Source: an optimization exercise on an open RTL-to-GDS flow (aim: a short achievable clock period and few clock cycles). Production flows keep margins and buffers that such runs may drop.
In this exercise RTL edits were held to simulation tests only and were not proved equivalent to the original.
No activity file was given, so power comes from the tool's default toggle rates.

==> run M: inputs <==
## raster_block
module raster_block (
    input  wire        clk,
    input  wire        rst,           
    input  wire        reg_valid,
    input  wire        reg_write,
    input  wire [5:0]  reg_addr,
    input  wire [31:0] reg_wdata,
    output reg  [31:0] reg_rdata,
    output wire        reg_berr,
    output wire        pix_re,
    output wire [15:0] pix_addr,
    input  wire [7:0]  pix_rdata,
    output wire        bmp_re,
    output wire        bmp_we,
    output wire [12:0] bmp_addr,
    output wire [7:0]  bmp_wdata,
    input  wire [7:0]  bmp_rdata,
    output wire        out_we,
    output wire [14:0] out_addr,
    output wire [7:0]  out_wdata,
    output wire        busy_o
);
Settings: LEC_CHECK=0, ABC_CLOCK_PERIOD_IN_PS=5000, CAP_MARGIN=20, CORE_MARGIN=2, CORE_UTILIZATION=40, PLACE_DENSITY=0.6, SLEW_MARGIN=20; clock period 11.0 ns.
standard.sh (not shown) runs the stock make flow with config.mk's settings and CLKGATE_MAP_FILE= SYNTH_SCRIPT=/design/flow/synth_recipe.tcl, a recipe that flattens the netlist after the stock synthesis.
==> flow/flow/run.sh <==
#!/bin/bash
set -euo pipefail
bash standard.sh SETUP_SLACK_MARGIN=6.5 \
  "PLACE_PINS_ARGS=-group_pins {reg_valid reg_berr reg_addr* reg_rdata*}" \
  finish > standard_flow.log 2>&1
==> inputs of run D, as changes to run M <==
--- a/flow/design.v
+++ b/flow/design.v
@@ -57,32 +57,38 @@
     reg [31:0] p_width, p_height, p_bmp_w, p_bmp_h;
     reg [7:0]  p_thresh;
     reg        p_thr;
     wire addr_ok = (reg_addr[1:0] == 2'b00) && (reg_addr <= A_OUTCAP);
     assign reg_berr = reg_valid && !addr_ok;
     wire wr = reg_valid && reg_write && addr_ok;
-    wire [15:0] rsel;
-    genvar gi;
-    generate
-        for (gi = 0; gi < 16; gi = gi + 1) begin : g_rsel
-            assign rsel[gi] = (reg_addr[5:2] == gi);
-        end
-    endgenerate
+    reg [31:0] rd_g0, rd_g1, rd_g2;
     always @(*) begin
-        reg_rdata = ({32{rsel[1]}}  & {28'd0, ovr, errf, done, busy}) |
-                    ({32{rsel[2]}}  & {16'd0, err}) |
-                    ({32{rsel[3]}}  & width) |
-                    ({32{rsel[4]}}  & height) |
-                    ({32{rsel[5]}}  & thresh) |
-                    ({32{rsel[6]}}  & bmp_w) |
-                    ({32{rsel[7]}}  & bmp_h) |
-                    ({32{rsel[8]}}  & {3'd0, bmp_w[31:3]}) |
-                    ({32{rsel[9]}}  & {17'd0, out_len}) |
-                    ({32{rsel[10]}} & PIX_CAP) |
-                    ({32{rsel[11]}} & BMP_CAP) |
-                    ({32{rsel[12]}} & OUT_CAP);
+        case (reg_addr[3:2])
+            2'd0: rd_g0 = 32'd0;
+            2'd1: rd_g0 = {28'd0, ovr, errf, done, busy};
+            2'd2: rd_g0 = {16'd0, err};
+            default: rd_g0 = width;
+        endcase
+        case (reg_addr[3:2])
+            2'd0: rd_g1 = height;
+            2'd1: rd_g1 = thresh;
+            2'd2: rd_g1 = bmp_w;
+            default: rd_g1 = bmp_h;
+        endcase
+        case (reg_addr[3:2])
+            2'd0: rd_g2 = {3'd0, bmp_w[31:3]};
+            2'd1: rd_g2 = {17'd0, out_len};
+            2'd2: rd_g2 = PIX_CAP;
+            default: rd_g2 = BMP_CAP;
+        endcase
+        case (reg_addr[5:4])
+            2'd0: reg_rdata = rd_g0;
+            2'd1: reg_rdata = rd_g1;
+            2'd2: reg_rdata = rd_g2;
+            default: reg_rdata = OUT_CAP;
+        endcase
     end
     function [7:0] hex_char(input [3:0] n);
         hex_char = (n < 4'd10) ? (8'h30 + {4'd0, n}) : (8'h37 + {4'd0, n});
     endfunction
     function [2:0] ndig(input [16:0] n);
         if (n >= 17'd10000)     ndig = 3'd5;
--- a/flow/config.mk
+++ b/flow/config.mk
@@ -5,9 +5,9 @@
 export SDC_FILE = /design/flow/constraint.sdc
 export NUM_CORES = 4
 export LEC_CHECK = 0
 export ABC_CLOCK_PERIOD_IN_PS = 5000
 export CAP_MARGIN = 20
 export CORE_MARGIN = 2
-export CORE_UTILIZATION = 40
-export PLACE_DENSITY = 0.6
+export CORE_UTILIZATION = 55
+export PLACE_DENSITY = 0.7
 export SLEW_MARGIN = 20
==> comparison table <==
                                                                     run M            run D
ClkCell Share                                                        6.57%            6.49%
Antenna diode instance count                                             5                2
Power per cell area                                            147 nW/um^2      159 nW/um^2
# Taps                                                                2310             1650
Number of cells on the worst reg-to-reg path                            13               11
Site Rows                                                              152              130
Synthesized-area fraction occupied by xor and xnor cells             6.70%            6.54%
Total clock network power                                          5.24 mW          5.13 mW
Hold Startpoint                                           r_pp6[2]$_DFF_P_  r_u0[1]$_DFF_P_
Highest fanout seen on the critical path                                 7                6
Multi-In Gates                                                        5490             5387
Post-synthesis cell type count                                          90               99
Complex-gate fraction of the synthesized area                        15.8%            15.0%
Post-route worst setup slack                                       5.15 ns          5.15 ns
Synthesized netlist cell count                                        7532             7412
Outcome                                   no timing/DRC/antenna violations  no timing/DRC/antenna violations
Number of nets in the layout                                          8313             8188
Post-synthesis mux area share                                        2.15%            4.03%
Vias/cell                                                             5.51             5.95
Post-Synth Adder-Cell Area                                           10.7%            10.6%
Post-synthesis simple-gate area fraction                             18.1%            17.5%
Number of global-route vias before repair                            52331            51817
Fraction of standard cell area in multi-input logic                  47.0%            47.9%
Testbench counts of run M, summed over its fixed seeds: cycles 1,103,036.
Testbench counts of run D, summed over its fixed seeds: cycles 1,103,036.

port drivers added, routing unchanged:
The flow's constraints put no driver on any port. The routed layouts listed below were extracted and timed again, unchanged, in two steps.
Step 1 assumes that a clkbuf_16 drives the clock port and a buf_2 every other input.
Step 2 adds t to the input delays and takes it off the output delays; t is the mean of the earliest and latest rising clock arrival at the registers after step 1. Input paths then give back, and output paths get back, about the clock's delay inside the block.
Slacks: ideal / step 1 / step 2; pairs: ideal / step 1.
run | t (ns) | slack for setup (ns) | hold slack, ns | worst setup path at the end | slew at the worst register clock pin (ns)
run M | 0.895 | 5.153 / 5.097 / 5.097 | 0.319 / 0.319 / 0.319 | input to output | 0.07 / 0.07
run D | 0.853 | 5.148 / 5.084 / 5.084 | 0.319 / 0.319 / 0.319 | input to output | 0.07 / 0.07
After both steps setup and hold are still met in every run listed. For run D, which loses most, drivers alone change the setup slack by -0.064 ns; drivers and shift together by -0.064 ns.
